Context: an optimization exercise on an open-source flow, tuned for small area. The choices shown serve that exercise and are no tape-out recipe.
In this exercise RTL edits were held to simulation tests only and were not proved equivalent to the original.
Power and IR drop assume default switching activity.

==> design/flow/design.v <==
module fanctl_add #(parameter W = 8) (
    input  wire [W-1:0] a,
    input  wire [W-1:0] b,
    input  wire         ci,
    output wire [W-1:0] s
);
    wire [W:0] c;
    assign c[0] = ci;
    genvar i;
    generate for (i = 0; i < W; i = i + 1) begin : g
        assign s[i]   = a[i] ^ b[i] ^ c[i];
        assign c[i+1] = (a[i] & b[i]) | (c[i] & (a[i] ^ b[i]));
    end endgenerate
endmodule
module fanctl (
    input  wire        clk,
    input  wire        rst,           
    input  wire        bus_wr,
    input  wire [2:0]  bus_addr,
    input  wire [31:0] bus_wdata,
    output reg  [31:0] bus_rdata,
    input  wire [7:0]  ticks,
    output wire        act_req,
    output wire [2:0]  act_op,
    output wire [5:0]  act_pin,
    output wire        act_val,
    input  wire        act_ack,
    input  wire        act_ok,
    input  wire [31:0] act_rdata,
    output reg         tr_set_valid,
    output wire [5:0]  tr_set_pin,
    output wire        tr_set_val,
    output reg         tr_dec_valid,
    output wire [3:0]  tr_dec_op,
    output wire [31:0] tr_dec_t,
    output reg  [3:0]  tr_dec_outcome,
    output wire [6:0]  tr_dec_perc,
    output wire        tr_dec_sleep
);
    localparam [2:0] ST_IDLE = 3'd0, ST_BUSY = 3'd1, ST_DONE = 3'd2,
                     ST_STOPPED = 3'd3, ST_FAULT = 3'd4;
    localparam [3:0] OP_FIXED = 4'h1, OP_HYST = 4'h2, OP_THERMO = 4'h3,
                     OP_RPIN = 4'h4, OP_RTEMP = 4'h5, OP_PULSE = 4'h6,
                     OP_STOP = 4'h7;
    localparam [3:0] F_NONE = 4'd0, F_SENSOR = 4'd1, F_OPEN = 4'd2,
                     F_CFG = 4'd3, F_IO = 4'd4, F_USAGE = 4'd5;
    localparam [3:0] O_SKIP = 4'd0, O_NONE = 4'd1, O_ON = 4'd2, O_OFF = 4'd3,
                     O_SLEEP = 4'd4, O_WAKE = 4'd5, O_INC = 4'd6,
                     O_DEC = 4'd7, O_HOLD = 4'd8;
    localparam [3:0] S_OPEN  = 4'b0000,
                     S_CFG   = 4'b0001,
                     S_SETH  = 4'b0010,    
                     S_GET   = 4'b0011,
                     S_CLOSE = 4'b0100,
                     S_BIND  = 4'b0101,
                     S_TREAD = 4'b0110,
                     S_SETL  = 4'b1010,    
                     S_SETV  = 4'b1011,    
                     S_WAITH = 4'b1000,
                     S_WAITL = 4'b1001,
                     S_WAITS = 4'b1100,    
                     S_IDLE  = 4'b1111;
    localparam [2:0] E_IDLE = 3'd0, E_SENSOR = 3'd1, E_OPEN = 3'd2, E_CFG = 3'd3,
                     E_IO = 3'd4, E_USAGE = 3'd5, E_DONE = 3'd6, E_STOPPED = 3'd7;
    localparam [31:0] INVALID = 32'hFFFFFC19;    
    reg [31:0] cmdlat;            
    reg        cv;                
    reg [2:0]  ctrl;              
    reg [31:0] temp;
    reg        tv;                
    reg [14:0] usec_c;            
    reg [2:0]  ecode;
    wire       e_ds  = ecode[2] & ecode[1];
    wire [2:0] state = busy ? ST_BUSY : (ecode == 3'd0) ? ST_IDLE :
                       e_ds ? {2'b01, ecode[0]} : ST_FAULT;
    wire [3:0] fcode = {1'b0, ecode & {3{!e_ds}}};
    reg        held, sbound, line, lvalid, sleep, rej;
    reg [6:0]  perc;
    reg [3:0]  seq;
    reg [1:0]  l_verb;
    reg        l_sfilt;
    reg        stopreq;
    reg [14:0] wr;
    reg [5:0]  wc;
    wire        busy   = (seq != S_IDLE);
    wire [3:0]  l_op   = cmdlat[3:0];
    wire [5:0]  l_pin  = cmdlat[9:4];
    wire [5:0]  f_fld  = cmdlat[15:10];
    wire [15:0] l_arg  = cmdlat[31:16];
    wire        setv   = wr[0];
    wire op_fixed  = (l_op[2:0] == 3'd1);
    wire op_hyst   = (l_op[2:0] == 3'd2);
    wire op_thermo = (l_op[2:0] == 3'd3);
    wire op_rpin   = (l_op[2:0] == 3'd4);
    wire op_pulse  = (l_op[2:0] == 3'd6);
    wire [17:0] u9;
    fanctl_add #(15) a_u9 (.a({3'd0, usec_c[14:3]}), .b(usec_c), .ci(1'b0), .s(u9[17:3]));
    assign u9[2:0] = usec_c[2:0];
    wire [18:0] u25;
    fanctl_add #(15) a_u25 (.a({1'b0, u9[17:4]}), .b(usec_c), .ci(1'b0), .s(u25[18:4]));
    assign u25[3:0] = u9[3:0];
    wire [20:0] usec = {u25, 2'b00};
    wire [31:0] status = {9'd0, perc, 3'd0, rej, fcode, sleep, lvalid, line,
                          sbound, held, state};
    always @(*) begin
        case (bus_addr)
            3'd0:    bus_rdata = cmdlat & {32{cv}};
            3'd1:    bus_rdata = status;
            3'd2:    bus_rdata = {29'd0, ctrl};
            3'd3:    bus_rdata = tv ? temp : INVALID;
            3'd4:    bus_rdata = {11'd0, usec};
            default: bus_rdata = 32'd0;
        endcase
    end
    wire cmd_wr   = bus_wr && (bus_addr == 3'd0);
    wire ctrl_wr  = bus_wr && (bus_addr == 3'd2);
    wire w_stop   = (bus_wdata[3:0] == OP_STOP);
    wire stop_now = stopreq | (cmd_wr && w_stop);
    wire acc      = cmd_wr && !busy && !w_stop;
    wire [3:0]  w_op   = bus_wdata[3:0];
    wire [5:0]  w_pin  = bus_wdata[9:4];
    wire [5:0]  w_freq = bus_wdata[15:10];
    wire [15:0] w_arg  = bus_wdata[31:16];
    reg w_valid;
    always @(*) begin
        case (w_op)
            OP_FIXED, OP_PULSE: w_valid = (w_pin <= 6'd53) && (w_freq <= 6'd50) && (w_arg <= 16'd100);
            OP_HYST:            w_valid = (w_pin <= 6'd53);
            OP_THERMO:          w_valid = (w_pin <= 6'd53) && (w_freq <= 6'd50);
            OP_RPIN:            w_valid = (w_pin <= 6'd53);
            OP_RTEMP:           w_valid = 1'b1;
            default:            w_valid = 1'b0;
        endcase
    end
    wire [13:0] qm =
        (f_fld == 6'd0) ? 14'd399 :
        (f_fld == 6'd1) ? 14'd9999 :
        (f_fld == 6'd2) ? 14'd4999 :
        (f_fld == 6'd3) ? 14'd3332 :
        (f_fld == 6'd4) ? 14'd2499 :
        (f_fld == 6'd5) ? 14'd1999 :
        (f_fld == 6'd6) ? 14'd1665 :
        (f_fld == 6'd7) ? 14'd1427 :
        (f_fld == 6'd8) ? 14'd1249 :
        (f_fld == 6'd9) ? 14'd1110 :
        (f_fld == 6'd10) ? 14'd999 :
        (f_fld == 6'd11) ? 14'd908 :
        (f_fld == 6'd12) ? 14'd832 :
        (f_fld == 6'd13) ? 14'd768 :
        (f_fld == 6'd14) ? 14'd713 :
        (f_fld == 6'd15) ? 14'd665 :
        (f_fld == 6'd16) ? 14'd624 :
        (f_fld == 6'd17) ? 14'd587 :
        (f_fld == 6'd18) ? 14'd554 :
        (f_fld == 6'd19) ? 14'd525 :
        (f_fld == 6'd20) ? 14'd499 :
        (f_fld == 6'd21) ? 14'd475 :
        (f_fld == 6'd22) ? 14'd453 :
        (f_fld == 6'd23) ? 14'd433 :
        (f_fld == 6'd24) ? 14'd415 :
        (f_fld == 6'd25) ? 14'd399 :
        (f_fld == 6'd26) ? 14'd383 :
        (f_fld == 6'd27) ? 14'd369 :
        (f_fld == 6'd28) ? 14'd356 :
        (f_fld == 6'd29) ? 14'd343 :
        (f_fld == 6'd30) ? 14'd332 :
        (f_fld == 6'd31) ? 14'd321 :
        (f_fld == 6'd32) ? 14'd311 :
        (f_fld == 6'd33) ? 14'd302 :
        (f_fld == 6'd34) ? 14'd293 :
        (f_fld == 6'd35) ? 14'd284 :
        (f_fld == 6'd36) ? 14'd276 :
        (f_fld == 6'd37) ? 14'd269 :
        (f_fld == 6'd38) ? 14'd262 :
        (f_fld == 6'd39) ? 14'd255 :
        (f_fld == 6'd40) ? 14'd249 :
        (f_fld == 6'd41) ? 14'd242 :
        (f_fld == 6'd42) ? 14'd237 :
        (f_fld == 6'd43) ? 14'd231 :
        (f_fld == 6'd44) ? 14'd226 :
        (f_fld == 6'd45) ? 14'd221 :
        (f_fld == 6'd46) ? 14'd216 :
        (f_fld == 6'd47) ? 14'd211 :
        (f_fld == 6'd48) ? 14'd207 :
        (f_fld == 6'd49) ? 14'd203 :
        14'd199;
    wire [6:0]  duty = op_thermo ? perc : l_arg[6:0];
    wire [14:0] usec_pulse;
    fanctl_add #(15) a_us (.a(usec_c), .b({1'b0, qm}), .ci(1'b1), .s(usec_pulse));
    wire        usec_ovf = (usec_pulse >= 15'd10000);        
    wire        in_wait = seq[3] && !seq[1];
    wire [14:0] wq1     = (seq == S_WAITS) ? 15'd19999 : {qm, 1'b1};
    wire [15:0] wx;      
    fanctl_add #(16) a_wx (.a({1'b0, wr}), .b(~{8'd0, ticks}), .ci(1'b1), .s(wx));
    wire        t_ge_r  = wx[15];                   
    wire        wdone   = t_ge_r && (wc == 6'd0);
    wire [14:0] wr_wrap;
    fanctl_add #(15) a_ww (.a(wq1), .b(wx[14:0]), .ci(1'b1), .s(wr_wrap));
    wire [31:0] rd   = act_rdata;
    wire [15:0] tgt  = l_arg;
    wire        d_sat = !((rd[31:25] == 7'b0000000) || (rd[31:25] == 7'b1111111));
    wire [16:0] dx;
    fanctl_add #(17) a_dx (.a(rd[26:10]), .b(~{tgt[15], tgt}), .ci(1'b1), .s(dx));
    wire [17:0] z3;
    assign z3[0] = tgt[0];
    fanctl_add #(17) a_z3 (.a({tgt[15], tgt}), .b({{2{tgt[15]}}, tgt[15:1]}), .ci(1'b0), .s(z3[17:1]));
    wire [23:0] da;
    fanctl_add #(24) a_da (.a({dx, rd[9:3]}), .b({{6{z3[17]}}, z3}), .ci(1'b0), .s(da));
    wire signed [23:0] sda = da;
    wire [2:0]  dr   = rd[2:0];
    wire        tneg = tgt[15];
    wire        tz   = (tgt == 16'd0);
    wire        c_lo    = d_sat ? rd[31]  : (sda < -24'sd625);                        
    wire        c_hi    = d_sat ? !rd[31] : !da[23];                                   
    wire        c_above = d_sat ? !rd[31] : (!da[23] && (da != 24'd0 || dr != 3'd0));  
    wire        c_inc   = d_sat ? !rd[31] : ((sda > 24'sd62) ||
                          (sda == 24'sd62 && dr >= (tneg ? 3'd5 : 3'd4)));            
    wire        c_dec   = d_sat ? rd[31]  : ((sda < -24'sd63) ||
                          (sda == -24'sd63 && dr < ((tneg | tz) ? 3'd5 : 3'd4)));     
    wire        th_skip = l_sfilt && (rd == INVALID);
    wire       ev_down = !c_inc || (perc == 7'd100);
    wire [6:0] perc_pm;
    fanctl_add #(7) a_pm (.a(perc), .b({{6{ev_down}}, 1'b1}), .ci(1'b0), .s(perc_pm));
    reg [3:0] ev_out;
    reg       ev_sleep;
    reg [6:0] ev_perc;
    always @(*) begin
        ev_sleep = sleep;
        ev_perc  = perc;
        if (th_skip) begin
            ev_out = O_SKIP;
        end else if (c_lo && !sleep) begin
            ev_sleep = 1'b1;
            ev_out   = O_SLEEP;
        end else if (c_hi && sleep) begin
            ev_sleep = 1'b0;
            ev_out   = O_WAKE;
        end else if (!sleep) begin
            if (c_inc && (perc != 7'd100)) begin
                ev_perc = perc_pm;
                ev_out  = O_INC;
            end else if (c_dec && (perc != 7'd0)) begin
                ev_perc = perc_pm;
                ev_out  = O_DEC;
            end else begin
                ev_out  = O_HOLD;
            end
        end else begin
            ev_out = O_NONE;
        end
    end
    assign act_req = !seq[3] || (seq[1] && !seq[2]);
    assign act_op  = seq[3] ? 3'd2 : seq[2:0];
    assign act_pin = l_pin;
    assign act_val = (seq == S_SETH) || ((seq == S_SETV) && setv);
    assign tr_set_pin   = l_pin;
    assign tr_set_val   = line;
    assign tr_dec_op    = l_op;
    assign tr_dec_t     = temp;
    assign tr_dec_perc  = perc;
    assign tr_dec_sleep = sleep;
    wire g = act_rdata[0];
    wire s_open  = (seq == S_OPEN);
    wire s_cfg   = (seq == S_CFG);
    wire s_seth  = (seq == S_SETH);
    wire s_get   = (seq == S_GET);
    wire s_close = (seq == S_CLOSE);
    wire s_bind  = (seq == S_BIND);
    wire s_tread = !seq[3] && seq[2] && seq[1];
    wire s_setl  = seq[3] && !seq[2] && seq[1] && !seq[0];
    wire s_setv  = seq[3] && !seq[2] && seq[1] && seq[0];
    wire s_waith = seq[3] && !seq[2] && !seq[1] && !seq[0];
    wire s_waitl = seq[3] && !seq[2] && !seq[1] && seq[0];
    wire s_waits = seq[3] && seq[2] && !seq[1];
    wire s_io    = s_seth || s_setl || s_setv || s_get;
    wire op_rtemp = (l_op[2:0] == 3'd5);
    wire ack  = act_req && act_ack;
    wire okk  = ack && act_ok;
    wire nok  = ack && !act_ok;
    wire tk   = in_wait && (ticks != 8'd0);
    wire wfin = tk && !stop_now && wdone;        
    wire wstep = tk && !stop_now && !wdone;      
    wire a0   = (l_arg[6:0] == 7'd0);
    wire a100 = (l_arg[6:0] == 7'd100);
    wire p0   = (perc == 7'd0);
    wire pe_s = okk && s_setl && op_pulse && a100;
    wire pe   = (wfin && s_waitl) || pe_s;
    wire get_set = op_hyst ? ((wr[1] && !g) || (wr[2] && g)) : (g == sleep);
    wire       evp100 = (ev_perc == 7'd100);
    wire       evp0   = (ev_perc == 7'd0);
    wire [3:0] th_next = (ev_sleep || evp100) ? S_GET : evp0 ? S_SETL : S_SETH;
    reg [3:0] g_lbl;
    always @(*) begin
        case (seq)
            S_OPEN:  g_lbl = op_rpin ? S_GET : S_CFG;
            S_CFG:   g_lbl = op_fixed ? ((a0 || a100) ? S_SETV : S_SETH) :
                             op_pulse ? (a0 ? S_SETL : S_SETH) :
                             op_hyst  ? S_BIND :       
                                        S_SETH;        
            S_SETH:  g_lbl = S_WAITH;
            S_SETL:  g_lbl = S_WAITL;
            S_SETV:  g_lbl = S_WAITS;
            S_GET:   g_lbl = get_set ? S_SETV : S_WAITS;
            S_BIND:  g_lbl = S_TREAD;
            S_TREAD: g_lbl = op_hyst ? (th_skip ? S_WAITS : S_GET) : th_next;
            S_WAITH: g_lbl = S_SETL;
            S_WAITS: g_lbl = S_TREAD;                  
            default: g_lbl = op_fixed ? S_SETH :
                             usec_ovf ? (sbound ? S_TREAD : S_BIND) :
                             p0 ? S_SETL : S_SETH;
        endcase
    end
    wire go = (okk && (s_open || s_cfg || s_seth || s_bind || (s_setl && !pe_s) ||
                       (s_setv && !op_fixed) || (s_get && !op_rpin))) ||
              (ack && s_tread && !op_rtemp) ||
              (pe && !op_pulse) ||
              (wfin && (s_waith || s_waits));
    wire t_done = (okk && ((s_setv && op_fixed) || (s_get && op_rpin))) ||
                  (ack && s_tread && op_rtemp) || (pe && op_pulse);
    wire t_io   = nok && s_io;
    wire t_sen  = nok && s_bind;
    wire t_cfg  = nok && s_cfg;
    wire t_opn  = nok && s_open;
    wire t_stop = (tk && stop_now) || (go && stop_now);
    wire t_do   = t_done || t_io || t_sen || t_cfg || t_opn || t_stop;
    wire t_h    = s_open ? act_ok : held;
    wire [2:0] t_e = {t_stop || t_done || t_io,
                      t_stop || t_done || t_cfg || t_opn,
                      t_stop || t_sen || t_cfg};
    wire [3:0] n_seq = t_do ? (t_h ? S_CLOSE : S_IDLE) :
                       go ? g_lbl :
                       (ack && s_close) ? S_IDLE : seq;
    wire go_on  = go && !stop_now;
    wire ld_h   = go_on && (g_lbl == S_WAITH);
    wire ld_l   = go_on && (g_lbl == S_WAITL);
    wire ld_s   = go_on && (g_lbl == S_WAITS);
    wire line_we   = ack && s_io;
    wire line_v    = act_ok && (s_seth || (s_setv && setv) || (s_get && g));
    wire lvalid_v  = act_ok;
    wire held_set  = okk && s_open;
    wire close_ack = ack && s_close;
    wire sbound_set = okk && s_bind;
    wire setv_v    = s_cfg ? l_arg[2] : op_hyst ? !g : !sleep;
    wire setv_we   = okk && (s_cfg || s_get);
    wire hyf_we    = ack && s_tread;
    wire temp_ld   = ack && s_tread;
    wire th_ld     = ack && s_tread && op_thermo;
    wire u_zero    = th_ld;
    wire u_sec     = wfin && s_waits && op_thermo;
    wire u_pulse   = pe && op_thermo;
    wire set_do    = okk && (s_seth || s_setl || s_setv);
    wire dec_do    = (ack && s_tread && (op_thermo || (op_hyst && th_skip))) ||
                     (okk && op_hyst && (s_setv || (s_get && !get_set)));
    wire [3:0] dec_out = s_tread ? ev_out : s_get ? O_NONE : {3'b001, !setv};
    wire pend_we = t_do && t_h;
    wire st_we   = t_do && !t_h;
    wire clr = rst || acc;
    always @(posedge clk) begin
        if (rst)          ctrl <= 3'b100;
        else if (ctrl_wr) ctrl <= bus_wdata[2:0];
        if (acc) cmdlat <= bus_wdata;
        if (rst)      cv <= 1'b0;
        else if (acc) cv <= 1'b1;
        if (acc) begin
            l_verb  <= ctrl[1:0];
            l_sfilt <= ctrl[2];
        end
        if (temp_ld) temp <= act_rdata;
        if (clr)          tv <= 1'b0;
        else if (temp_ld) tv <= 1'b1;
        if (clr || u_zero) usec_c <= 15'd0;
        else if (u_sec)    usec_c <= 15'd10000;
        else if (u_pulse)  usec_c <= usec_pulse;
        if (rst)            ecode <= E_IDLE;
        else if (acc)       ecode <= w_valid ? E_IDLE : E_USAGE;
        else if (st_we)     ecode <= t_e;
        else if (close_ack) ecode <= wr[2:0];
        if (rst)           seq <= S_IDLE;
        else if (acc)      seq <= !w_valid ? S_IDLE : (w_op == OP_RTEMP) ? S_BIND : S_OPEN;
        else               seq <= n_seq;
        if (clr || close_ack) held <= 1'b0;
        else if (held_set)    held <= 1'b1;
        if (clr)             sbound <= 1'b0;
        else if (sbound_set) sbound <= 1'b1;
        if (clr) begin
            line   <= 1'b0;
            lvalid <= 1'b0;
        end else if (line_we) begin
            line   <= line_v;
            lvalid <= lvalid_v;
        end
        if (clr) begin
            sleep <= 1'b0;
            perc  <= (rst || w_op != OP_THERMO) ? 7'd0 : 7'd50;
        end else if (th_ld) begin
            sleep <= ev_sleep;
            perc  <= ev_perc;
        end
        if (clr)                     rej <= 1'b0;
        else if (cmd_wr && !w_stop)  rej <= 1'b1;
        if (acc)                     stopreq <= 1'b0;
        else if (cmd_wr && w_stop)   stopreq <= 1'b1;
        if (pend_we)
            wr[2:0] <= t_e;
        else if (wstep)
            wr <= t_ge_r ? wr_wrap : wx[14:0];
        else if (ld_h || ld_l)
            wr <= duty[0] ? {1'b0, qm} : {qm, 1'b1};
        else if (ld_s)
            wr <= 15'd19999;
        else begin
            if (setv_we) wr[0] <= setv_v;
            if (hyf_we)  wr[2:1] <= {c_lo, c_above};
        end
        if (wstep) begin
            if (t_ge_r) wc <= wc - 6'd1;
        end else if (ld_h)
            wc <= duty[6:1] - {5'd0, !duty[0]};
        else if (ld_l)
            wc <= 6'd49 - duty[6:1];
        else if (ld_s)
            wc <= 6'd49;
        tr_set_valid   <= !rst && set_do && l_verb[1];
        tr_dec_valid   <= !rst && dec_do && (l_verb != 2'd0);
        tr_dec_outcome <= dec_out;
    end
endmodule
==> design/flow/flow/run.sh <==
#!/bin/bash
# Own layout flow: the standard flow (standard.sh) with two changes:
#  - ABC maps the synthesised logic with an area-oriented script (flow/abc_area.script)
#    in place of ORFS's abc_area.script; everything else in synthesis is unchanged;
#  - the port buffers that placement inserts are the smallest buffer (buf_1), and
#    synthesis adds no buffers of its own between registers and ports (placement buffers
#    every port anyway);
#  - the resizer may not use the largest buffers and inverters.
# Each tool's output is kept in the ORFS logs under orfs/logs; standard.sh's own output
# goes to standard.log in this folder.
set -euo pipefail
W=$(pwd)
rm -rf "$W/scripts_own"
cp -r "$FLOW_HOME/scripts" "$W/scripts_own"
cp "$W/flow/abc_area.script" "$W/scripts_own/abc_area.script"
export SCRIPTS_DIR="$W/scripts_own"
export BUFFER_PORTS_ARGS="-buffer_cell sky130_fd_sc_hd__buf_1"
export SYNTH_INSBUF=0
# keep the resizer's repairs to small buffers and inverters
export DONT_USE_CELLS="sky130_fd_sc_hd__bufinv_8 sky130_fd_sc_hd__bufinv_16 sky130_fd_sc_hd__buf_8 sky130_fd_sc_hd__buf_12 sky130_fd_sc_hd__buf_16 sky130_fd_sc_hd__inv_8 sky130_fd_sc_hd__inv_12 sky130_fd_sc_hd__inv_16 sky130_fd_sc_hd__clkinv_8 sky130_fd_sc_hd__clkinv_16 sky130_fd_sc_hd__clkbuf_16"
bash "$W/standard.sh" > "$W/standard.log" 2>&1
==> design/flow/flow/abc_area.script <==
strash
&get -n
&st
&dch
&nf -R 1000
&put
strash
&get -n
&st
&dch
&nf -R 1000
&put
strash
&get -n
&st
&dch
&nf -R 1000
&put
topo
==> design/flow/standard.sh <==
#!/bin/bash
# synth_recipe.tcl (not shown) runs the flow's synth.tcl, then flattens the netlist and writes it again
# the make line also repeats each setting of config.mk as NAME=value (left out here)
make -C /OpenROAD-flow-scripts/flow DESIGN_CONFIG=/design/flow/config.mk WORK_HOME=/design/flow/orfs CLKGATE_MAP_FILE= SYNTH_SCRIPT=/design/flow/synth_recipe.tcl "${@:-finish}"
==> design/flow/config.mk <==
export PLATFORM = sky130hd
export DESIGN_NAME = fanctl
export DESIGN_NICKNAME = fanctl
export VERILOG_FILES = /design/flow/design.v
export SDC_FILE = /design/flow/constraint.sdc
export NUM_CORES = 4
export LEC_CHECK = 0
export ABC_AREA = 1
export CAP_MARGIN = 20
export CORE_MARGIN = 2
export CORE_UTILIZATION = 50
export CTS_BUF_LIST = sky130_fd_sc_hd__clkbuf_8
export PLACE_DENSITY = 0.6
export SLEW_MARGIN = 20
==> design/flow/constraint.sdc <==
create_clock -name core_clock -period 50.0 [get_ports {clk}]
set_input_delay 10.0000 -clock core_clock [delete_from_list [all_inputs] [get_ports {clk}]]
set_output_delay 10.0000 -clock core_clock [all_outputs]
set_load 0.01 [all_outputs]
==> flow_summary.rst, run 1 <==
.. list-table::
   :header-rows: 1

   * - Metric
     - Value
   * - Run status
     - finished clean
   * - Pin count of the biggest net entering global routing
     - 39
   * - Register share of total power
     - 44.4%
   * - Total Routed Length
     - 38200 um
   * - Cell count of the worst reg-to-reg path
     - 45
   * - Slowest cell on crit path
     - sky130_fd_sc_hd__a31oi_1
   * - Quantity of gates resized following cts
     - 0
   * - Insertion delay of the later-clocked pin in the worst-skew pair
     - 0.48 ns
   * - Final estimated routing congestion in global placement
     - around 0.97
   * - Clock sink count
     - between 100 and 150
   * - Tmin final
     - 22.76 ns
   * - Share of flip-flops with an asynchronous set or reset
     - 0%
   * - Highest fanout seen on the critical path
     - 6
   * - Most prevalent standard cell on the critical path
     - sky130_fd_sc_hd__fa_1
   * - Std cell rows
     - 54
   * - DIE AREA
     - ~23000 sq um
   * - Tightest hold margin
     - between 0.4 and 0.5 ns
   * - Combinational family with the most area after synthesis
     - adder cells
   * - Mapped Area
     - roughly 11000 sq um
   * - Synthesized netlist net count
     - around 1400
   * - Number of buffers created by CTS
     - 17
   * - Max-slew headroom
     - 22.7%
   * - Power density normalized to cell area
     - roughly 23 nW/um^2
   * - Largest stage delay on the critical path
     - ~0.70 ns
   * - Final setup violation count
     - 0
   * - R2R Path End
     - seq[0]$_SDFFE_PP1P_
   * - Warnings from Yosys
     - 1
   * - Fraction of final layout cells with drive strength greater than 1
     - 3.66%
   * - CTS tree
     - yes
   * - Total leakage power
     - 4.30 nW
   * - Flip-flop and latch area
     - approximately 3700 sq um
   * - Post-CTS Hold Fix Bufs
     - 0
   * - Part of the cycle the worst path needs
     - 45.5%
   * - Number of pins exceeding their max-slew limit in the final report
     - 0
   * - Die Ht
     - 152 um
   * - Area of the placeable core
     - 21700 sq um
   * - Fraction of power consumed by the clock network
     - 33.5%
   * - Most area-hungry cell type in the Yosys netlist
     - sky130_fd_sc_hd__edfxtp_1
   * - Overall overflow remaining after global route
     - 0
   * - Routed length per instance
     - 22.8 um
   * - Sort of element at the end of the critical path
     - flip-flop
   * - DRC violation count after routing
     - 0
   * - Peak Freq
     - ~0.044 GHz
   * - Origin of the worst setup path
     - act_rdata[3]
   * - Synth Area in Adders
     - roughly a quarter
   * - Count of cells along the worst hold path
     - 0
   * - Post-CTS setup buffers
     - 0
   * - Routed via count divided by cell count
     - about 6.1
   * - Max Cap Viol
     - 0
   * - Switching share of power
     - 34.1%
   * - Fraction of synthesized cell area in xor and xnor cells
     - 1.36%
   * - Synthesized-area fraction occupied by and/or/nand/nor cells
     - 19.2%
   * - Crit Path Category
     - in -> reg
   * - Maximum clock path buffer count
     - 2
   * - Clock root buffer
     - sky130_fd_sc_hd__clkbuf_8
   * - Final core utilization
     - 57.7%
   * - Count of endpoints failing hold in the final timing report
     - 0
   * - Setup TNS Final
     - 0 ns
   * - Yosys top cell area share
     - 26.0%
   * - Number of antenna violations at the first check in global routing
     - 0
   * - Buffers added on ports
     - about 180
   * - Area growth, synth to finish
     - 14.2%
   * - Data required time at the worst endpoint
     - 50.33 ns
   * - CP Capture Point
     - seq[0]$_SDFFE_PP1P_
   * - Global router's overall resource usage
     - 33.4%
   * - Ports placed on the boundary
     - 180
   * - First-pass GRT wire length
     - 58700 um
   * - Most frequently used flop master after synthesis
     - sky130_fd_sc_hd__edfxtp_1
   * - Arrival time of the worst setup path
     - 23.09 ns
   * - Critical R2R Launch
     - cmdlat[18]$_DFFE_PP_
   * - Post-Syn Area per Cell
     - 9.37 sq um
   * - Internal Pwr Total
     - 0.192 mW
   * - Area fraction in compound gates after synthesis
     - 15.0%
   * - Starting DRT DRC Count
     - 1210
   * - Combinational group share of total power
     - 22.1%
   * - Number of antenna cells inserted
     - 0
   * - Final-layout fill cell count
     - 2021
   * - Ranking of synthesized cells by area
     - sky130_fd_sc_hd__edfxtp_1, sky130_fd_sc_hd__fa_1, sky130_fd_sc_hd__dfxtp_1, sky130_fd_sc_hd__clkinv_1, sky130_fd_sc_hd__nand2_1
   * - Sequential element share of the synthesized area
     - between 30% and 40%
   * - Clock transition at path regs
     - ~0.09 ns
   * - Post-synthesis cell count
     - 1169
   * - Count of nets left with antenna violations after detail routing
     - 0
   * - Nature of the critical path startpoint
     - input pin
   * - Clock H-tree levels
     - 4
   * - Largest voltage drop on the vdd net
     - 0.0000216 V
   * - Count of flip-flops with a built-in enable after synthesis
     - 95
   * - DRT Pass-1 Iters
     - 6
   * - Starting Density
     - between 50% and 60%
   * - Multiplexer area fraction after synthesis
     - 1.79%
   * - Library cells used by synthesis
     - 55
   * - Transition at the pin with the smallest max-transition slack
     - 1.15 ns
   * - DIE WIDTH
     - 152 um
   * - NetSw
     - 0.0995 mW
   * - Via count of the first global-routing pass
     - 9922
   * - Reg2reg setup slack
     - between 30 and 40 ns
   * - Hold WC Path Type
     - reg -> reg
   * - Multi-input gate area in the final layout
     - slightly below 7000 sq um
   * - Total number of vias
     - 10200
   * - Flip-flop and latch count after synthesis
     - 135
   * - Sum of net half-perimeters after detailed placement
     - 30100 um
   * - Net total in the final layout
     - 1606
   * - Skew final
     - roughly 0.022 ns
   * - Unrepaired setup endpoints after global routing
     - no
[metrics by stage]
| step | setup WS [ns] | instances | total power, mW | area, sq um |
|---|---|---|---|---|
| after global placement | 27.14 | 1643 | 0.195 | 12100 |
| after CTS | 27.36 | 1675 | 0.292 | 12500 |
| after global routing | 26.61 | 1675 | 0.305 | 12500 |
| after floorplan | 27.93 | 1169 | 0.170 | 11000 |
| after detailed placement | 26.88 | 1643 | 0.195 | 12100 |
| final | 27.24 | 1675 | 0.292 | 12500 |
[cell families after synthesis]
group	count (synthesis)
AO/OA/AOI/OAI	259
XOR/XNOR	17
adder cells (fa/ha/maj)	144
buffers and inverters	152
flip-flops	135
multiplexers	19
AND/OR/NAND/NOR	443
[cell type report]
class,count,share of cell area (%)
inverter,152,4.56
tap,280,2.80
sequential,135,29.2
clock buffer,17,1.87
timing repair buffer,194,6.27
multi-input combinational,882,54.0
clock inverter,15,1.32
[synthesized netlist by cell type, types with 17 or more instances]
| cell type | count |
|---|---|
| sky130_fd_sc_hd__clkinv_1 | 152 |
| sky130_fd_sc_hd__nand2_1 | 131 |
| sky130_fd_sc_hd__fa_1 | 112 |
| sky130_fd_sc_hd__nor2_1 | 108 |
| sky130_fd_sc_hd__edfxtp_1 | 95 |
| sky130_fd_sc_hd__o21ai_0 | 81 |
| sky130_fd_sc_hd__a21oi_1 | 66 |
| sky130_fd_sc_hd__nor3_1 | 43 |
| sky130_fd_sc_hd__dfxtp_1 | 40 |
| sky130_fd_sc_hd__nand3_1 | 37 |
| sky130_fd_sc_hd__ha_1 | 32 |
| sky130_fd_sc_hd__nor2b_1 | 26 |
| sky130_fd_sc_hd__nand4_1 | 21 |
| sky130_fd_sc_hd__nor4_1 | 18 |
| sky130_fd_sc_hd__a211oi_1 | 17 |
| sky130_fd_sc_hd__nand2b_1 | 17 |
[critical path, delay by kind of cell]
kind / cells / cell delay [ns]
AOI/OAI and AO/OA: 6 / 1.45
buffers and inverters: 5 / 0.66
and+or+nand+nor: 3 / 0.28
adders and majority gates: 28 / 10.11
xor gates and xnor gates: 3 / 0.55
[cell usage in the layout, fill, tap and decap left out, types with 4 or more instances in the layout]
master	netlist	final
sky130_fd_sc_hd__buf_1	0	179
sky130_fd_sc_hd__clkinv_1	152	152
sky130_fd_sc_hd__nand2_1	131	131
sky130_fd_sc_hd__fa_1	112	112
sky130_fd_sc_hd__nor2_1	108	108
sky130_fd_sc_hd__edfxtp_1	95	95
sky130_fd_sc_hd__o21ai_0	81	80
sky130_fd_sc_hd__a21oi_1	66	66
sky130_fd_sc_hd__nor3_1	43	42
sky130_fd_sc_hd__dfxtp_1	40	40
sky130_fd_sc_hd__nand3_1	37	37
sky130_fd_sc_hd__ha_1	32	32
sky130_fd_sc_hd__nor2b_1	26	26
sky130_fd_sc_hd__nand4_1	21	21
sky130_fd_sc_hd__nor4_1	18	18
sky130_fd_sc_hd__nand2b_1	17	17
sky130_fd_sc_hd__a211oi_1	17	17
sky130_fd_sc_hd__clkbuf_8	0	17
sky130_fd_sc_hd__buf_4	0	15
sky130_fd_sc_hd__mux2i_1	14	14
sky130_fd_sc_hd__a222oi_1	14	14
sky130_fd_sc_hd__o22ai_1	13	13
sky130_fd_sc_hd__xnor2_1	11	11
sky130_fd_sc_hd__and2_0	11	10
sky130_fd_sc_hd__a31oi_1	9	9
sky130_fd_sc_hd__a22oi_1	9	9
sky130_fd_sc_hd__a221o_1	7	7
sky130_fd_sc_hd__or2_0	6	6
sky130_fd_sc_hd__and3_1	6	6
sky130_fd_sc_hd__xor2_1	6	6
sky130_fd_sc_hd__a32oi_1	5	5
sky130_fd_sc_hd__mux2_1	5	5
sky130_fd_sc_hd__inv_6	0	5
sky130_fd_sc_hd__o211ai_1	4	4
sky130_fd_sc_hd__nor3b_1	6	4
[sequential cells by signal, summed over array words and instances (netlist names), 2 cells and up]
register	cells
l_verb	2
wr	15
usec_c	15
tr_dec_outcome	4
wc	6
temp	32
seq	4
ctrl	3
ecode	3
perc	7
cmdlat	32
[routing by layer]
layer	vias to the layer above	global-route usage (%)	share of wire, %
met4	0	12.6	3.8
met2	566	52.6	46
li1	4603	-	-
met3	92	6.73	9.7
met1	4913	46.0	40
met5	-	0	0
[how the worst min path moves through the flow]
stage	start	slack, ns	endpoint
after global routing	ctrl[0]$_SDFFE_PP0P_	0.48	l_verb[0]$_DFFE_PP_
final	ctrl[0]$_SDFFE_PP0P_	0.47	l_verb[0]$_DFFE_PP_
after detailed placement	ctrl[0]$_SDFFE_PP0P_	0.44	l_verb[0]$_DFFE_PP_
after CTS	ctrl[0]$_SDFFE_PP0P_	0.46	l_verb[0]$_DFFE_PP_
after floorplan	ctrl[2]$_SDFFE_PP1P_	0.43	ctrl[2]$_SDFFE_PP1P_
after global placement	ctrl[0]$_SDFFE_PP0P_	0.45	l_verb[0]$_DFFE_PP_
[power groups by stage]
| stage | clock (mW) | combinational [mW] | sequential [mW] |
|---|---|---|---|
| 5_1_grt | 0.103 | 0.0719 | 0.130 |
| 2_1_floorplan | 0 | 0.0398 | 0.130 |
| 3_5_place_dp | 0 | 0.0634 | 0.132 |
| 6_report | 0.0978 | 0.0645 | 0.130 |
| 4_1_cts | 0.0990 | 0.0638 | 0.129 |
| 3_3_place_gp | 0 | 0.0632 | 0.132 |
==> inputs of run 2 (changes only) <==
==> design/flow/flow/run.sh (replaced) <==
#!/bin/bash
# Own layout flow: the standard flow (standard.sh) with two changes:
#  - ABC maps the synthesised logic with an area-oriented script (flow/abc_area.script)
#    in place of ORFS's abc_area.script; everything else in synthesis is unchanged;
#  - the port buffers that placement inserts are the smallest buffer (buf_1), and
#    synthesis adds no buffers of its own between registers and ports (placement buffers
#    every port anyway).
# Each tool's output is kept in the ORFS logs under orfs/logs; standard.sh's own output
# goes to standard.log in this folder.
set -euo pipefail
W=$(pwd)
rm -rf "$W/scripts_own"
cp -r "$FLOW_HOME/scripts" "$W/scripts_own"
cp "$W/flow/abc_area.script" "$W/scripts_own/abc_area.script"
export SCRIPTS_DIR="$W/scripts_own"
export BUFFER_PORTS_ARGS="-buffer_cell sky130_fd_sc_hd__buf_1"
export SYNTH_INSBUF=0
bash "$W/standard.sh" > "$W/standard.log" 2>&1
==> run 2 against run 1 <==
Register-to-register slack about the same. Synthesized area is the same. Fmax stayed put. Critical path depth stayed put. Global-route usage unchanged. Die area stayed put. Synthesized cell count did not move. Via count unchanged. Clock skew is the same. Setup slack unchanged.
==> flow_summary.rst, run 2 <==
.. list-table::
   :header-rows: 1

   * - Metric
     - Value
   * - Synthesized netlist net count
     - 1393
   * - Number of antenna violations at the first check in global routing
     - 0
   * - Most area-hungry cell type in the Yosys netlist
     - sky130_fd_sc_hd__edfxtp_1
   * - Data required time at the worst endpoint
     - 50.33 ns
   * - Commonest cells in the netlist
     - sky130_fd_sc_hd__clkinv_1, sky130_fd_sc_hd__nand2_1, sky130_fd_sc_hd__fa_1
   * - CTS tree
     - yes
   * - Reg2reg setup slack
     - 35.04 ns
   * - DIE AREA
     - 23100 sq um
   * - Arrival time of the worst setup path
     - 23.09 ns
   * - Library cells used by synthesis
     - 55
   * - Global router's overall resource usage
     - 33.4%
   * - DRT Pass-1 Iters
     - 6
   * - Largest stage delay on the critical path
     - 0.70 ns
   * - Largest registers in the final layout
     - cmdlat: 32 flops, temp: 32 flops
   * - Post-Syn Area per Cell
     - 9.37 sq um
   * - Most frequently used flop master after synthesis
     - sky130_fd_sc_hd__edfxtp_1
   * - Crit Path Category
     - in -> reg
   * - Transition at the pin with the smallest max-transition slack
     - 1.15 ns
   * - Sum of net half-perimeters after detailed placement
     - 30100 um
   * - Pin count of the biggest net entering global routing
     - 39
   * - Overall overflow remaining after global route
     - 0
   * - Final Worst Setup Slack
     - 27.24 ns
   * - Number of antenna cells inserted
     - 0
   * - Buffers added on ports
     - around 180
   * - Max Cap Viol
     - 0
   * - Post-CTS setup buffers
     - 0
   * - Highest fanout seen on the critical path
     - 6
   * - Number of pins exceeding their max-slew limit in the final report
     - 0
   * - Area growth, synth to finish
     - 14.2%
   * - Power density normalized to cell area
     - 23.3 nW/um^2
   * - Slowest cell on crit path
     - sky130_fd_sc_hd__a31oi_1
   * - Total number of vias
     - 10200
   * - Most common library cell in the layout ignoring fill and taps
     - sky130_fd_sc_hd__buf_1
   * - Total leakage power
     - 4.30 nW
   * - Total power of the final layout
     - 0.292 mW
   * - Die Ht
     - 152 um
   * - Commonest cells after routing, fill and taps aside
     - sky130_fd_sc_hd__buf_1, sky130_fd_sc_hd__clkinv_1, sky130_fd_sc_hd__nand2_1
   * - Warnings from Yosys
     - 1
   * - Setup TNS Final
     - 0 ns
   * - Clock transition at path regs
     - around 0.09 ns
   * - Fraction of final layout cells with drive strength greater than 1
     - 3.66%
   * - Insertion delay of the later-clocked pin in the worst-skew pair
     - 0.48 ns
   * - Final setup violation count
     - 0
   * - Total cell area at the placement stage
     - 12100 sq um
   * - Clock sink count
     - 135
   * - Post-place setup slack
     - 26.88 ns
   * - Mapped Area
     - about 11000 sq um
   * - Starting Density
     - 50.5%
   * - Ranking of synthesized cells by area
     - sky130_fd_sc_hd__edfxtp_1, sky130_fd_sc_hd__fa_1, sky130_fd_sc_hd__dfxtp_1, sky130_fd_sc_hd__clkinv_1, sky130_fd_sc_hd__nand2_1
   * - Via count of the first global-routing pass
     - roughly 9900
   * - Skew final
     - 0.0224 ns
   * - Clock root buffer
     - sky130_fd_sc_hd__clkbuf_8
   * - Final core utilization
     - 57.7%
   * - DRC violation count after routing
     - 0
   * - Largest voltage drop on the vdd net
     - 0.0000216 V
   * - Share of flip-flops with an asynchronous set or reset
     - 0%
   * - Count of nets left with antenna violations after detail routing
     - 0
   * - Area of the placeable core
     - 21700 sq um
   * - Std cell rows
     - 54
   * - Sequential element share of the synthesized area
     - 33.4%
   * - Part of the cycle the worst path needs
     - 45.5%
   * - Clock H-tree levels
     - 4
   * - Yosys top cell area share
     - a little over a quarter
   * - Post-route cell area
     - 12500 sq um
   * - Max-slew headroom
     - 22.7%
   * - Sort of element at the end of the critical path
     - flip-flop
   * - Unrepaired setup endpoints after global routing
     - no
   * - Post-synthesis cell count
     - approximately 1200
   * - Starting DRT DRC Count
     - roughly 1200
   * - Final-layout fill cell count
     - 2021
   * - Number of standard cells in the final layout excluding fillers
     - 1675
   * - Count of endpoints failing hold in the final timing report
     - 0
   * - Routed via count divided by cell count
     - 6.07
   * - Post-CTS Hold Fix Bufs
     - 0
   * - Ports placed on the boundary
     - 180
   * - Final estimated routing congestion in global placement
     - 0.967
   * - Number of buffers created by CTS
     - 17
   * - Routed length per instance
     - 22.8 um
   * - Peak Freq
     - 0.0439 GHz
   * - First-pass GRT wire length
     - just under 60000 um
   * - DIE WIDTH
     - between 150 and 200 um
   * - Total Routed Length
     - roughly 38000 um
   * - Count of flip-flops with a built-in enable after synthesis
     - 95
   * - Quantity of gates resized following cts
     - 0
   * - Top-count cell post-synth
     - sky130_fd_sc_hd__clkinv_1
   * - Most prevalent standard cell on the critical path
     - sky130_fd_sc_hd__fa_1
   * - Tmin final
     - 22.76 ns
   * - Tightest hold margin
     - 0.466 ns
   * - Nature of the critical path startpoint
     - input pin
   * - Maximum clock path buffer count
     - 2
   * - Flip-flop and latch count after synthesis
     - about 140
   * - Run status
     - finished clean
   * - Number of placed cells counting well taps
     - 1643
   * - Hold WC Path Type
     - reg -> reg
   * - Net total in the final layout
     - approximately 1600
==> run 2: cell families (layout without fill, tap and decap cells) <==
logic type / Yosys count / after routing / share of synthesized area (%)
compound gates: 259 / 259 / 15.0
xor+xnor: 17 / 17 / 1.36
fa+ha+maj: 144 / 144 / 24.1
buf+inv: 152 / 378 / 5.21
flops: 135 / 135 / 33.4
mux: 19 / 19 / 1.79
simple gates: 443 / 443 / 19.2
==> run 2: final cells by class <==
| class | instances | area, sq um | area share (%) |
|---|---|---|---|
| well taps | 280 | 350 | 2.80 |
| clock buffers | 17 | 234 | 1.87 |
| inverters | 152 | 571 | 4.56 |
| flip-flops and latches | 135 | 3650 | 29.2 |
| multi-input cells | 882 | 6750 | 54.0 |
| clock inverters | 15 | 165 | 1.32 |
| repair buffers | 194 | 785 | 6.27 |
==> run 2: final timing paths <==
path,start,end,cells past startpoint
setup / recovery,act_rdata[3],seq[0]$_SDFFE_PP1P_,45
hold / removal,ctrl[0]$_SDFFE_PP0P_,l_verb[0]$_DFFE_PP_,0
setup reg to reg,cmdlat[18]$_DFFE_PP_,seq[0]$_SDFFE_PP1P_,45
hold reg to reg,ctrl[0]$_SDFFE_PP0P_,l_verb[0]$_DFFE_PP_,0
==> run 2: power breakdown <==
part | total, mW | switching (mW) | internal (mW)
clock network | 0.0978 | 0.0524 | 0.0453
registers | 0.130 | 0.00590 | 0.124
logic | 0.0645 | 0.0412 | 0.0233
==> run 2: routing by layer <==
layer  wire (um)  vias up  global-route usage [%]
met5           0        -                       0
met3        3720       92                    6.73
met2       17700      566                    52.6
met4        1440        0                    12.6
met1       15300     4913                    46.0
li1            -     4603                       -
==> run 2: critical path, delay by kind of cell <==
kind	cells	cell delay [ns]
AO/OA/AOI/OAI	6	1.45
XOR/XNOR	3	0.55
adder cells (fa/ha/maj)	28	10.11
buffers and inverters	5	0.66
AND/OR/NAND/NOR	3	0.28
==> inputs of run 3 (changes only) <==
--- a/design/flow/flow/run.sh
+++ b/design/flow/flow/run.sh
@@ -4,7 +4,8 @@
 #    in place of ORFS's abc_area.script; everything else in synthesis is unchanged;
 #  - the port buffers that placement inserts are the smallest buffer (buf_1), and
 #    synthesis adds no buffers of its own between registers and ports (placement buffers
-#    every port anyway).
+#    every port anyway);
+#  - clock tree synthesis builds fewer, larger leaf clusters and adds no dummy loads.
 # Each tool's output is kept in the ORFS logs under orfs/logs; standard.sh's own output
 # goes to standard.log in this folder.
 set -euo pipefail
@@ -15,4 +16,6 @@
 export SCRIPTS_DIR="$W/scripts_own"
 export BUFFER_PORTS_ARGS="-buffer_cell sky130_fd_sc_hd__buf_1"
 export SYNTH_INSBUF=0
+# clock tree: clkbuf_8 clusters of up to 30 registers, no dummy balancing loads
+export CTS_ARGS="-sink_clustering_enable -repair_clock_nets -dont_use_dummy_load -buf_list sky130_fd_sc_hd__clkbuf_8 -sink_clustering_size 30 -sink_clustering_max_diameter 150"
 bash "$W/standard.sh" > "$W/standard.log" 2>&1
==> run 3 against run 2 <==
Non-clock buffer count did not move. Largest cell class unchanged. Fmax is 0.40% lower. Still clean. Critical endpoint unchanged. Sequential cell count is the same.
==> flow_summary.rst, run 3 <==
.. list-table::
   :header-rows: 1

   * - Metric
     - Value
   * - Area of the placeable core
     - 21700 sq um
   * - Pin count of the biggest net entering global routing
     - 39
   * - Slowest cell on crit path
     - sky130_fd_sc_hd__a31oi_1
   * - Post-Syn Area per Cell
     - 9.37 sq um
   * - Starting Density
     - 50.5%
   * - Arrival time of the worst setup path
     - 23.16 ns
   * - Flip-flop and latch count after synthesis
     - 135
   * - Clock transition at path regs
     - ~0.08 ns
   * - DIE WIDTH
     - 152 um
   * - Hold Path End
     - l_verb[0]$_DFFE_PP_
   * - Buffers added on ports
     - around 180
   * - WP buf/inv
     - 5
   * - Critical R2R Launch
     - cmdlat[18]$_DFFE_PP_
   * - Part of the cycle the worst path needs
     - between 40% and 50%
   * - Routed length per instance
     - 23.0 um
   * - Sort of element at the end of the critical path
     - flip-flop
   * - Hold WC Path Type
     - reg -> reg
   * - Clock root buffer
     - sky130_fd_sc_hd__clkbuf_8
   * - Most common library cell in the layout ignoring fill and taps
     - sky130_fd_sc_hd__buf_1
   * - Quantity of gates resized following cts
     - 0
   * - Transition at the pin with the smallest max-transition slack
     - 1.17 ns
   * - Via count of the first global-routing pass
     - 9903
   * - Largest voltage drop on the vdd net
     - 0.0000173 V
   * - Share of flip-flops with an asynchronous set or reset
     - 0%
   * - CTS tree
     - yes
   * - Warnings from Yosys
     - 1
   * - Run status
     - finished clean
   * - Flip-flop and latch area
     - between 3000 and 4000 sq um
   * - Ranking of synthesized cells by area
     - sky130_fd_sc_hd__edfxtp_1, sky130_fd_sc_hd__fa_1, sky130_fd_sc_hd__dfxtp_1, sky130_fd_sc_hd__clkinv_1, sky130_fd_sc_hd__nand2_1
   * - First-pass GRT wire length
     - around 60000 um
   * - Commonest cells after routing, fill and taps aside
     - sky130_fd_sc_hd__buf_1, sky130_fd_sc_hd__clkinv_1, sky130_fd_sc_hd__nand2_1
   * - Number of pins exceeding their max-slew limit in the final report
     - 0
   * - Count of flip-flops with a built-in enable after synthesis
     - 95
   * - Area growth, synth to finish
     - 12.7%
   * - Most area-hungry cell type in the Yosys netlist
     - sky130_fd_sc_hd__edfxtp_1
   * - Max-slew headroom
     - 21.0%
   * - Count of nets left with antenna violations after detail routing
     - 0
   * - Hold Startpoint
     - ctrl[0]$_SDFFE_PP0P_
   * - Maximum clock path buffer count
     - 2
   * - Highest fanout seen on the critical path
     - 6
   * - Mapped Area
     - 11000 sq um
   * - Peak Freq
     - 0.0438 GHz
   * - Sequential element share of the synthesized area
     - about a third
   * - Setup TNS Final
     - 0 ns
   * - Routed via count divided by cell count
     - 6.12
   * - Total leakage power
     - 4.23 nW
   * - Library cells used by synthesis
     - 55
   * - Fraction of final layout cells with drive strength greater than 1
     - 2.61%
   * - Skew final
     - 0.0353 ns
   * - Total number of vias
     - 10200
   * - R2R Path End
     - seq[0]$_SDFFE_PP1P_
   * - Tightest hold margin
     - 0.463 ns
   * - Largest stage delay on the critical path
     - a little over 0.7 ns
   * - Final-layout fill cell count
     - just over 2000
   * - Post-CTS Hold Fix Bufs
     - 0
   * - Top-count cell post-synth
     - sky130_fd_sc_hd__clkinv_1
   * - DRC violation count after routing
     - 0
   * - Multi-input gate area in the final layout
     - 6750 sq um
   * - DRT Pass-1 Iters
     - 8
   * - Nature of the critical path startpoint
     - input pin
   * - Global router's overall resource usage
     - 33.4%
   * - Data required time at the worst endpoint
     - 50.31 ns
   * - Cell count of the worst reg-to-reg path
     - between 40 and 50
   * - DIE AREA
     - 23100 sq um
   * - Number of antenna cells inserted
     - 0
   * - Power density normalized to cell area
     - between 20 and 25 nW/um^2
   * - Commonest cells in the netlist
     - sky130_fd_sc_hd__clkinv_1, sky130_fd_sc_hd__nand2_1, sky130_fd_sc_hd__fa_1
   * - Overall overflow remaining after global route
     - 0
   * - Starting DRT DRC Count
     - 1158
   * - Synthesized netlist net count
     - 1393
   * - Most prevalent standard cell on the critical path
     - sky130_fd_sc_hd__fa_1
   * - Die Ht
     - roughly 150 um
   * - Ports placed on the boundary
     - 180
   * - Count of endpoints failing hold in the final timing report
     - 0
   * - Tmin final
     - between 20 and 25 ns
   * - Unrepaired setup endpoints after global routing
     - no
   * - Total Routed Length
     - 38200 um
   * - Final setup violation count
     - 0
   * - Std cell rows
     - 54
   * - Largest registers in the final layout
     - cmdlat: 32 flops, temp: 32 flops
   * - Most frequently used flop master after synthesis
     - sky130_fd_sc_hd__edfxtp_1
   * - Post-synthesis cell count
     - 1169
   * - Number of buffers created by CTS
     - 17
   * - Crit Path Category
     - in -> reg
   * - Final estimated routing congestion in global placement
     - 0.967
   * - Reg2reg setup slack
     - 34.97 ns
   * - Post-CTS setup buffers
     - 0
   * - Sum of net half-perimeters after detailed placement
     - between 30000 and 40000 um
   * - Net total in the final layout
     - around 1600
   * - Insertion delay of the later-clocked pin in the worst-skew pair
     - approximately 0.47 ns
   * - Count of cells along the worst hold path
     - 0
   * - Max Cap Viol
     - 0
   * - Yosys top cell area share
     - 26.0%
   * - CP delay by family, top
     - adder cells
   * - Number of antenna violations at the first check in global routing
     - 0
   * - Clock sink count
     - 135
   * - Clock H-tree levels
     - 4
-- run 3: cell counts after synthesis --
Identical to the previous run, type by type.
-- run 3: power by group --
part	leakage [nW]	switching, mW	internal, mW
logic	2.94	0.0412	0.0233
registers	1.17	0.00589	0.124
clock network	0.122	0.0414	0.0300
total	4.23	0.0885	0.177
-- run 3: stage by stage --
step / total power [mW] / util, % / cells / cell area (sq um) / setup WS [ns]
final: 0.266 / 56.9 / 1660 / 12300 / 27.15
after global routing: 0.278 / 56.9 / 1660 / 12300 / 26.59
after CTS: 0.265 / 56.9 / 1660 / 12300 / 27.33
after detailed placement: 0.195 / 55.8 / 1643 / 12100 / 26.88
after global placement: 0.195 / 55.8 / 1643 / 12100 / 27.14
after floorplan: 0.170 / - / 1169 / 11000 / 27.93
-- run 3: area by class of cell --
type,count,area share [%]
Clock buffer,17,1.90
Inverter,152,4.62
Multi-Input combinational cell,882,54.7
Sequential cell,135,29.6
Tap cell,280,2.84
Timing Repair Buffer,194,6.35
-- run 3: worst max path at each step --
stage                 startpoint             endpoint  slack [ns]  cells past startpoint
global placement    act_rdata[3]  seq[0]$_SDFFE_PP1P_       27.14                     45
global route        act_rdata[3]  seq[0]$_SDFFE_PP1P_       26.59                     45
floorplan           act_rdata[3]  seq[0]$_SDFFE_PP1P_       27.93                     43
finish              act_rdata[3]  seq[0]$_SDFFE_PP1P_       27.15                     45
detailed placement  act_rdata[3]  seq[0]$_SDFFE_PP1P_       26.88                     45
CTS                 act_rdata[3]  seq[0]$_SDFFE_PP1P_       27.33                     45
-- run 3: cells by family after synthesis --
group | synth area share (%)
AND/OR/NAND/NOR | 19.2
buffers and inverters | 5.21
multiplexers | 1.79
adder cells (fa/ha/maj) | 24.1
XOR/XNOR | 1.36
flip-flops | 33.4
AO/OA/AOI/OAI | 15.0
-- run 3: metal layers --
metal  track usage (%)  wire length [um]  part of all wire [%]  vias to the layer above
met5                 0                 0                     0                        -
met4              11.9              1380                   3.6                        0
met3              6.53              3630                   9.5                       81
met2              52.7             17800                    47                      595
met1              46.2             15400                    40                     4897
li1                  -                 -                     -                     4586
-- run 3: worst reg2reg max path: cells and delay by family (launching register included) --
family / cells / cell delay [ns]
XOR/XNOR: 3 / 0.57
buffers and inverters: 6 / 0.99
AND/OR/NAND/NOR: 3 / 0.28
AO/OA/AOI/OAI: 6 / 1.48
adder cells (fa/ha/maj): 27 / 10.89
flip-flops: 1 / 0.60
==> inputs of run 4 (changes only) <==
==> design/flow/flow/abc_area.script (replaced) <==
strash
&get -n
&st
&dch
&nf -R 1000
&put
strash
&get -n
&st
&dch
&nf -R 1000
&put
strash
&get -n
&st
&dch
&nf -R 1000
&put
strash
&get -n
&st
&dch
&nf -R 1000
&put
strash
&get -n
&st
&dch
&nf -R 1000
&put
topo
==> run 4 against run 3 <==
Sequential cell count unchanged. Count of clock-buffer cells in the layout unchanged. Clock skew decreased by 0.0013 ns. Clock power decreased by 0.8%. Worst hold slack improved by 0.0014 ns. Combinational power decreased by 2%. First-iteration DRC count decreased by 4.2%. Sequential power about the same. Critical endpoint is now seq[3]$_SDFFE_PP1P_. Largest power group unchanged. Highest routed layer unchanged.
==> flow_summary.rst, run 4 <==
.. list-table::
   :header-rows: 1

   * - Metric
     - Value
   * - Run status
     - finished clean
   * - Yosys top cell area share
     - 26.2%
   * - Transition at the pin with the smallest max-transition slack
     - approximately 0.97 ns
   * - Post-CTS Hold Fix Bufs
     - 0
   * - Maximum clock path buffer count
     - 2
   * - CP delay by family, top
     - adder cells
   * - Pin count of the biggest net entering global routing
     - 36
   * - Ports placed on the boundary
     - 180
   * - Synthesized netlist net count
     - 1389
   * - Warnings from Yosys
     - 1
   * - Number of antenna violations at the first check in global routing
     - 2
   * - Highest fanout seen on the critical path
     - 6
   * - Total number of vias
     - 10100
   * - DRC violation count after routing
     - 0
   * - Die Ht
     - 151 um
   * - Top-count cell post-synth
     - sky130_fd_sc_hd__nand2_1
   * - Largest registers in the final layout
     - cmdlat: 32 flops, temp: 32 flops
   * - Commonest cells in the netlist
     - sky130_fd_sc_hd__nand2_1, sky130_fd_sc_hd__clkinv_1, sky130_fd_sc_hd__fa_1
   * - Share of flip-flops with an asynchronous set or reset
     - 0%
   * - Clock transition at path regs
     - ~0.09 ns
   * - Global router's overall resource usage
     - 33.4%
   * - DRT Pass-1 Iters
     - 9
   * - Clock sink count
     - 135
   * - Final estimated routing congestion in global placement
     - 1.01
   * - Tmin final
     - 22.44 ns
   * - Fraction of final layout cells with drive strength greater than 1
     - between 2 and 3%
   * - Area growth, synth to finish
     - 12.8%
   * - Most frequently used flop master after synthesis
     - sky130_fd_sc_hd__edfxtp_1
   * - Sum of net half-perimeters after detailed placement
     - 29700 um
   * - Unrepaired setup endpoints after global routing
     - no
   * - Area of the placeable core
     - around 21000 sq um
   * - Largest voltage drop on the vdd net
     - ~0.000015 V
   * - Starting DRT DRC Count
     - 1109
   * - Crit Path Category
     - in -> reg
   * - Peak Freq
     - 0.0446 GHz
   * - Std cell rows
     - 53
   * - Clock root buffer
     - sky130_fd_sc_hd__clkbuf_8
   * - Final setup violation count
     - 0
   * - Setup TNS Final
     - 0 ns
   * - Flip-flop and latch count after synthesis
     - between 100 and 150
   * - Quantity of gates resized following cts
     - 0
   * - Post-Syn Area per Cell
     - 9.33 sq um
   * - Buffers added on ports
     - 179
   * - Hold WC Path Type
     - reg -> reg
   * - Count of nets left with antenna violations after detail routing
     - 0
   * - Most area-hungry cell type in the Yosys netlist
     - sky130_fd_sc_hd__edfxtp_1
   * - Clock H-tree levels
     - 4
   * - Commonest cells after routing, fill and taps aside
     - sky130_fd_sc_hd__buf_1, sky130_fd_sc_hd__nand2_1, sky130_fd_sc_hd__clkinv_1
   * - Data required time at the worst endpoint
     - between 50 and 60 ns
   * - Overall overflow remaining after global route
     - 0
   * - Max Cap Viol
     - 0
   * - Number of pins exceeding their max-slew limit in the final report
     - 0
   * - Post-synthesis cell count
     - 1165
   * - Starting Density
     - between 50% and 60%
   * - CTS tree
     - yes
   * - Sequential element share of the synthesized area
     - 33.6%
   * - Sort of element at the end of the critical path
     - flip-flop
   * - Count of endpoints failing hold in the final timing report
     - 0
   * - Largest stage delay on the critical path
     - 0.47 ns
   * - Arrival time of the worst setup path
     - 22.85 ns
   * - Slowest cell on crit path
     - sky130_fd_sc_hd__fa_1
   * - Insertion delay of the later-clocked pin in the worst-skew pair
     - between 0.4 and 0.5 ns
   * - Mapped Area
     - ~11000 sq um
   * - Most prevalent standard cell on the critical path
     - sky130_fd_sc_hd__fa_1
   * - Net total in the final layout
     - 1602
   * - DIE WIDTH
     - 151 um
   * - Max-slew headroom
     - between 30% and 40%
   * - WP buf/inv
     - 4
   * - Number of standard cells in the final layout excluding fillers
     - 1654
   * - DIE AREA
     - 22900 sq um
   * - Library cells used by synthesis
     - 57
   * - Number of placed cells counting well taps
     - ~1600
   * - Via count of the first global-routing pass
     - ~9600
   * - Nature of the critical path startpoint
     - input pin
   * - Number of buffers created by CTS
     - 17
   * - Total leakage power
     - 4.32 nW
   * - Power density normalized to cell area
     - between 20 and 25 nW/um^2
   * - Skew final
     - roughly 0.034 ns
   * - Most common library cell in the layout ignoring fill and taps
     - sky130_fd_sc_hd__buf_1
   * - Count of flip-flops with a built-in enable after synthesis
     - 95
   * - Ranking of synthesized cells by area
     - sky130_fd_sc_hd__edfxtp_1, sky130_fd_sc_hd__fa_1, sky130_fd_sc_hd__dfxtp_1, sky130_fd_sc_hd__nand2_1, sky130_fd_sc_hd__clkinv_1
   * - Routed via count divided by cell count
     - 6.13
   * - Routed length per instance
     - 22.5 um
   * - First-pass GRT wire length
     - 56300 um
   * - Part of the cycle the worst path needs
     - 44.9%
   * - Total Routed Length
     - 37300 um
   * - Post-CTS setup buffers
     - 0
## run 4: changes by cell type after synthesis, moves of 4 or more
cell / change
sky130_fd_sc_hd__nor2b_1: -14
sky130_fd_sc_hd__nor2_1: -4
sky130_fd_sc_hd__mux2i_1: -6
sky130_fd_sc_hd__clkinv_1: -13
sky130_fd_sc_hd__a22oi_1: +10
sky130_fd_sc_hd__nand2_1: +27
sky130_fd_sc_hd__nand2b_1: -6
sky130_fd_sc_hd__or3_1: +5
sky130_fd_sc_hd__nand3_1: +6
sky130_fd_sc_hd__a211oi_1: -4
sky130_fd_sc_hd__o21ai_0: +5
sky130_fd_sc_hd__a221o_1: -7
## run 4: kinds of logic (layout without fill, tap and decap cells)
| group | Yosys count | after routing | synth area share [%] |
|---|---|---|---|
| flops | 135 | 135 | 33.6 |
| simple gates | 454 | 454 | 19.4 |
| buf+inv | 139 | 350 | 4.80 |
| xor+xnor | 17 | 17 | 1.37 |
| other cells | 0 | 3 | 0 |
| compound gates | 262 | 262 | 15.2 |
| fa+ha+maj | 144 | 144 | 24.3 |
| mux | 14 | 14 | 1.36 |
## run 4: power breakdown
part           switching [mW]  internal [mW]
logic                  0.0403         0.0232
clock network          0.0408         0.0300
registers             0.00544          0.124
total                  0.0866          0.177
## run 4: metal layers
| layer | global-route usage [%] | vias up | part of all wire, % |
|---|---|---|---|
| met5 | 0 | - | 0 |
| met4 | 8.74 | 0 | 2.5 |
| met3 | 9.31 | 66 | 11 |
| met2 | 50.1 | 589 | 44 |
| met1 | 48.1 | 4898 | 42 |
| li1 | - | 4593 | - |
## run 4: cell type report
class,instances,area [sq um]
fill,1998,8890
multi-input combinational,891,6720
sequential,135,3650
timing repair buffer,194,785
inverter,139,522
tap,275,344
clock buffer,17,234
antenna,3,7.51
## run 4: worst reg2reg max path: cells and delay by family (launching register included)
kind / cells / cell delay [ns]
buffers and inverters: 5 / 0.57
adder cells (fa/ha/maj): 27 / 11.28
multiplexers: 1 / 0.35
AND/OR/NAND/NOR: 6 / 0.81
flip-flops: 1 / 0.50
AO/OA/AOI/OAI: 6 / 0.94
## run 4: per-stage QoR
step	setup WS, ns	hold slack, ns	instance area (sq um)	utilization, %	total power [mW]
floorplan	28.00	0.428	10900	-	0.170
global placement	27.43	0.444	12000	56.8	0.193
detailed placement	27.20	0.453	12000	56.8	0.194
CTS	27.66	0.465	12300	57.9	0.263
global route	26.88	0.515	12300	58.0	0.275
finish	27.56	0.465	12300	58.0	0.264
## run 4: worst paths after layout
check                            start                   to  slack [ns]  cells past startpoint
hold reg to reg        cv$_SDFFE_PP0P_      cv$_SDFFE_PP0P_        0.46                      2
hold / removal         cv$_SDFFE_PP0P_      cv$_SDFFE_PP0P_        0.46                      2
setup / recovery          act_rdata[3]  seq[3]$_SDFFE_PP1P_       27.56                     44
setup reg to reg  cmdlat[16]$_DFFE_PP_  seq[3]$_SDFFE_PP1P_       35.50                     45
==> inputs of run 5 (changes only) <==
--- a/design/flow/flow/run.sh
+++ b/design/flow/flow/run.sh
@@ -17,5 +17,5 @@
 export BUFFER_PORTS_ARGS="-buffer_cell sky130_fd_sc_hd__buf_1"
 export SYNTH_INSBUF=0
 # clock tree: clkbuf_8 clusters of up to 30 registers, no dummy balancing loads
-export CTS_ARGS="-sink_clustering_enable -repair_clock_nets -dont_use_dummy_load -buf_list sky130_fd_sc_hd__clkbuf_8 -sink_clustering_size 30 -sink_clustering_max_diameter 150"
+export CTS_ARGS="-repair_clock_nets -dont_use_dummy_load -buf_list sky130_fd_sc_hd__clkbuf_8"
 bash "$W/standard.sh" > "$W/standard.log" 2>&1
==> run 5 against run 4 <==
Utilization unchanged. Sequential share of layout area stayed put. Sequential power barely moved. Critical path type unchanged.
==> flow_summary.rst, run 5 <==
.. list-table::
   :header-rows: 1

   * - Metric
     - Value
   * - Commonest cells after routing, fill and taps aside
     - sky130_fd_sc_hd__buf_1, sky130_fd_sc_hd__nand2_1, sky130_fd_sc_hd__clkinv_1
   * - Clock sink count
     - 135
   * - Most frequently used flop master after synthesis
     - sky130_fd_sc_hd__edfxtp_1
   * - Routed length per instance
     - around 23 um
   * - Count of cells along the worst hold path
     - 2
   * - Tmin final
     - about 22 ns
   * - CTS tree
     - yes
   * - Sum of net half-perimeters after detailed placement
     - 29700 um
   * - Library cells used by synthesis
     - 57
   * - Buffers added on ports
     - 179
   * - Crit Path Category
     - in -> reg
   * - Maximum clock path buffer count
     - 2
   * - Overall overflow remaining after global route
     - 0
   * - Arrival time of the worst setup path
     - 22.85 ns
   * - Count of flip-flops with a built-in enable after synthesis
     - 95
   * - Count of endpoints failing hold in the final timing report
     - 0
   * - Global router's overall resource usage
     - 33.4%
   * - Fraction of final layout cells with drive strength greater than 1
     - 2.62%
   * - Starting DRT DRC Count
     - 1109
   * - Quantity of gates resized following cts
     - 0
   * - R2R Path End
     - seq[3]$_SDFFE_PP1P_
   * - Pin count of the biggest net entering global routing
     - 36
   * - Routed via count divided by cell count
     - between 6 and 7
   * - Area growth, synth to finish
     - 12.8%
   * - Max Cap Viol
     - 0
   * - Most area-hungry cell type in the Yosys netlist
     - sky130_fd_sc_hd__edfxtp_1
   * - Clock root buffer
     - sky130_fd_sc_hd__clkbuf_8
   * - DRC violation count after routing
     - 0
   * - DIE WIDTH
     - 151 um
   * - Tightest hold margin
     - 0.465 ns
   * - Post-CTS Hold Fix Bufs
     - 0
   * - Std cell rows
     - 53
   * - Most prevalent standard cell on the critical path
     - sky130_fd_sc_hd__fa_1
   * - Share of flip-flops with an asynchronous set or reset
     - 0%
   * - Largest registers in the final layout
     - cmdlat: 32 flops, temp: 32 flops
   * - WL met1
     - 15800 um
   * - Routed length on met2
     - 16300 um
   * - Number of antenna violations at the first check in global routing
     - 2
   * - Largest voltage drop on the vdd net
     - 0.0000153 V
   * - Via count of the first global-routing pass
     - 9576
   * - Highest fanout seen on the critical path
     - 6
   * - Synthesized netlist net count
     - 1389
   * - Total leakage power
     - 4.32 nW
   * - Post-place setup slack
     - roughly 27 ns
   * - Warnings from Yosys
     - 1
   * - Transition at the pin with the smallest max-transition slack
     - 0.969 ns
   * - Largest stage delay on the critical path
     - 0.47 ns
   * - Total number of vias
     - 10100
   * - Final estimated routing congestion in global placement
     - approximately 1.0
   * - Cell count of the worst reg-to-reg path
     - 45
   * - Run status
     - finished clean
   * - Ranking of synthesized cells by area
     - sky130_fd_sc_hd__edfxtp_1, sky130_fd_sc_hd__fa_1, sky130_fd_sc_hd__dfxtp_1, sky130_fd_sc_hd__nand2_1, sky130_fd_sc_hd__clkinv_1
   * - Hold Startpoint
     - cv$_SDFFE_PP0P_
   * - Number of pins exceeding their max-slew limit in the final report
     - 0
   * - Slowest cell on crit path
     - sky130_fd_sc_hd__fa_1
   * - DRT Pass-1 Iters
     - 9
   * - Clock H-tree levels
     - 4
   * - Max-slew headroom
     - 34.7%
   * - DIE AREA
     - 22900 sq um
   * - Detailed route wirelength on metal3
     - about 4100 um
   * - Starting Density
     - about half
   * - Die Ht
     - 151 um
   * - Sort of element at the end of the critical path
     - flip-flop
   * - Count of nets left with antenna violations after detail routing
     - 0
   * - Net total in the final layout
     - 1602
   * - Total Routed Length
     - 37300 um
   * - Reg2reg setup slack
     - 35.50 ns
   * - Final setup violation count
     - 0
   * - DR top layer
     - met4
   * - Top-count cell post-synth
     - sky130_fd_sc_hd__nand2_1
   * - Most common library cell in the layout ignoring fill and taps
     - sky130_fd_sc_hd__buf_1
run 5: per-layer routing:
layer	global-route usage (%)	vias up
met5	0	-
met4	8.74	0
met3	9.31	66
met2	50.1	589
met1	48.1	4898
li1	-	4593
run 5: layout make-up:
type                       count  area [sq um]
sequential                   135          3650
fill                        1998          8890
multi-input combinational    891          6720
antenna                        3          7.51
timing repair buffer         194           785
clock buffer                  17           234
inverter                     139           522
tap                          275           344
run 5: cells by family after synthesis:
family / count (synthesis) / synth area share (%)
AOI/OAI and AO/OA: 262 / 15.2
xor gates and xnor gates: 17 / 1.37
adders and majority gates: 144 / 24.3
buffers and inverters: 139 / 4.80
DFF: 135 / 33.6
muxes: 14 / 1.36
and+or+nand+nor: 454 / 19.4
run 5: worst max-delay path by stage:
stage                                endpoint  slack [ns]
after floorplan           seq[3]$_SDFFE_PP1P_       28.00
after global placement    seq[3]$_SDFFE_PP1P_       27.43
after detailed placement  seq[3]$_SDFFE_PP1P_       27.20
after CTS                 seq[3]$_SDFFE_PP1P_       27.66
after global routing      seq[3]$_SDFFE_PP1P_       26.88
final                     seq[3]$_SDFFE_PP1P_       27.56
run 5: where the power goes:
group | internal (mW) | switching (mW) | total, mW
sequential | 0.124 | 0.00544 | 0.129
combinational | 0.0232 | 0.0403 | 0.0635
clock | 0.0300 | 0.0408 | 0.0708
run 5: stage by stage:
stage,power [mW],area (sq um),std cells
after floorplan,0.170,10900,1165
final,0.264,12300,1654
after CTS,0.263,12300,1651
after detailed placement,0.194,12000,1634
after global placement,0.193,12000,1634
after global routing,0.275,12300,1653
run 5: worst max-delay path, delay by kind of cell:
kind / cells / cell delay (ns)
buffers and inverters: 4 / 0.51
adders and majority gates: 27 / 10.23
AOI/OAI and AO/OA: 6 / 0.94
muxes: 1 / 0.35
and+or+nand+nor: 6 / 0.81
